From an optimization exercise on the open Yosys and OpenROAD flow, aimed at small area, a short achievable clock period and few clock cycles; shortcuts taken in it are not production practice. In this exercise RTL edits were held to simulation tests only and were not proved equivalent to the original.

## oak
==> flow/design.v (excerpt) <==
module s1desc_unit (
    input  wire        clk,
    input  wire        rst,
    input  wire        cmd_valid,
    output wire        cmd_ready,
    input  wire [7:0]  cmd_op,
    input  wire [63:0] cmd_a,
    input  wire [64:0] cmd_b,
    input  wire [63:0] cmd_c,
    input  wire [64:0] cmd_d,
    input  wire [2:0]  cmd_attrs,
    output wire        rsp_valid,
    output wire [3:0]  rsp_status,
    output wire [63:0] rsp_data,
    output wire        mem_req,
    output wire        mem_we,
    output wire [47:0] mem_addr,
    output wire [63:0] mem_wdata,
    input  wire        mem_gnt,
    input  wire [63:0] mem_rdata
);
Size in the first run: about 1,900 cells after synthesis, about 520 I/O pins, about 15,000 um2 of cells after synthesis.
==> flow/config.mk <==
export PLATFORM = sky130hd
export DESIGN_NAME = s1desc_unit
export DESIGN_NICKNAME = s1desc_unit
export VERILOG_FILES = /design/flow/design.v
export SDC_FILE = /design/flow/constraint.sdc
export NUM_CORES = 4
export LEC_CHECK = 0
export CAP_MARGIN = 20
export CORE_MARGIN = 2
export CORE_UTILIZATION = 40
export CTS_BUF_LIST = sky130_fd_sc_hd__clkbuf_4 sky130_fd_sc_hd__clkbuf_8
export SLEW_MARGIN = 20
==> flow/constraint.sdc <==
create_clock -name core_clock -period 10.0 [get_ports {clk}]
set_input_delay 2.0000 -clock core_clock [delete_from_list [all_inputs] [get_ports {clk}]]
set_output_delay 2.0000 -clock core_clock [all_outputs]
set_load 0.01 [all_outputs]
standard.sh (not shown) runs the stock make flow with config.mk's settings and CLKGATE_MAP_FILE= SYNTH_SCRIPT=/design/flow/synth_recipe.tcl, a recipe that flattens the netlist after the stock synthesis.
==> flow/flow/run.sh <==
#!/bin/bash
# The standard layout (standard.sh, unchanged synthesis), with two
# changes to how it is built: repair_timing aims for 6.5 ns of setup slack
# against the unchanged 10 ns constraint, and the port buffers that
# buffer_ports inserts use the smallest buffer cell. The whole ORFS output
# goes to flow_standard.log; per-step logs stay under orfs/logs/.
set -euo pipefail
bash standard.sh SETUP_SLACK_MARGIN=6.5 "BUFFER_PORTS_ARGS=-buffer_cell sky130_fd_sc_hd__buf_1" finish > flow_standard.log 2>&1
Testbench counts of oak, summed over its fixed seeds: cycles 27,274.
Input-level comparison between pine and oak:
diff --git a/flow/design.v b/flow/design.v
--- a/flow/design.v
+++ b/flow/design.v
@@ -105,29 +105,28 @@
             else if (d[4:2] != 3'd1) st = E_ATTR_MEM;
             if (d[7:6] == 2'b10) at[1] = 1'b1;
             else if (d[7:6] != 2'b00 && st == ST_OK) st = E_ATTR_AP;
             at[2] = d[53];
             dec_attrs = {st, at};
         end
     endfunction
     wire [6:0] da_a = dec_attrs(cmd_a);
     wire [6:0] da_m = dec_attrs(mem_rdata);
-    reg [3:0] st_lo;
+    reg [3:0] st_imm;
     always @(*) begin
-        st_lo = ST_OK;
-        if ((opl[0] | opl[1]) & a_lo_nz) st_lo = E_OPERAND;
-        if (opl[4]) st_lo = da_a[6:3];
-        if (opl[5] & a_oob) st_lo = E_VIRT_OOB;
-        if (opl[12] & mmu_m) st_lo = E_ALREADY_ENABLED;
-        if (opl[8] | opl[9] | opl[10])
-            st_lo = ((opl[8] | opl[10]) & a_lo_nz) ? E_OPERAND : a_oob ? E_VIRT_OOB : ST_OK;
+        st_imm = ST_OK;
+        if (op_hi) st_imm = E_REFUSED;
+        if ((opd[0] | opd[1]) & a_lo_nz) st_imm = E_OPERAND;
+        if (opd[4]) st_imm = da_a[6:3];
+        if (opd[5] & a_oob) st_imm = E_VIRT_OOB;
+        if (opd[12] & mmu_m) st_imm = E_ALREADY_ENABLED;
+        if (is_lkf) st_imm = lk_err_op ? E_OPERAND : a_oob ? E_VIRT_OOB : ST_OK;
     end
-    wire [3:0] st_imm = op_hi ? E_REFUSED : st_lo;
     wire        sel_a47 = !(opl[2] | opl[4] | opl[11] | opl[13]);
     wire [31:0] rd_hi_imm = (cmd_a[47:16] & {32{sel_a47}})
                           | (opl[11] ? 32'h0000_0012 : 32'h0);
     reg [15:0] rd_lo_imm;
     always @(*) begin
         rd_lo_imm = cmd_a[15:0];     
         if (opl[0])
             rd_lo_imm = {5'h0, 1'b1, cmd_attrs[0] ? 2'b10 : 2'b11,
                          cmd_attrs[1] ? 2'b10 : 2'b00, 1'b0,
Notes after the runs:
- Across pine and oak, the outcome is the same: a clean finish for every run.
- Register area across pine and oak: no real change.
- The worst setup slack after layout in pine sits 33 ps below the value recorded for oak.
- On total vias in the final route, oak loses to pine.
- Re routability congestion estimate from global placement: pine and oak aren't equal, and the lower value belongs to oak.
- sky130_fd_sc_hd__o31a_1 as the highest-delay cell along the critical path was reported by pine, and sky130_fd_sc_hd__a222oi_1 by oak.
- Relative to oak, total routing usage reported by global routing decreased by 0.90 points in pine.
Testbench counts of pine, summed over its fixed seeds: cycles 27,274.

-- afterwards: timing with drivers on the ports --
The results above use ideal ports. As a check the final layouts listed here were re-extracted and re-timed, cells and wires unchanged. Step 1 assumes that a clkbuf_16 drives the clock port and a buf_2 every other input. Step 2 adds t to the input delays and takes it off the output delays; t is the mean of the earliest and latest rising clock arrival at the registers after step 1. Input paths then give back, and output paths get back, about the clock's delay inside the block. Three values: no drivers, after step 1, after step 2; two values: the first two.
run	t, ns	setup WS [ns]	slew at the worst register clock pin (ns)
oak	0.518	6.521 / 6.504 / 5.986	0.10 / 0.10
pine	0.526	6.488 / 6.482 / 5.956	0.11 / 0.11
After both steps setup and hold are still met in every run listed. For oak, which loses most, drivers alone change the setup slack by -0.017 ns; drivers and shift together by -0.535 ns.
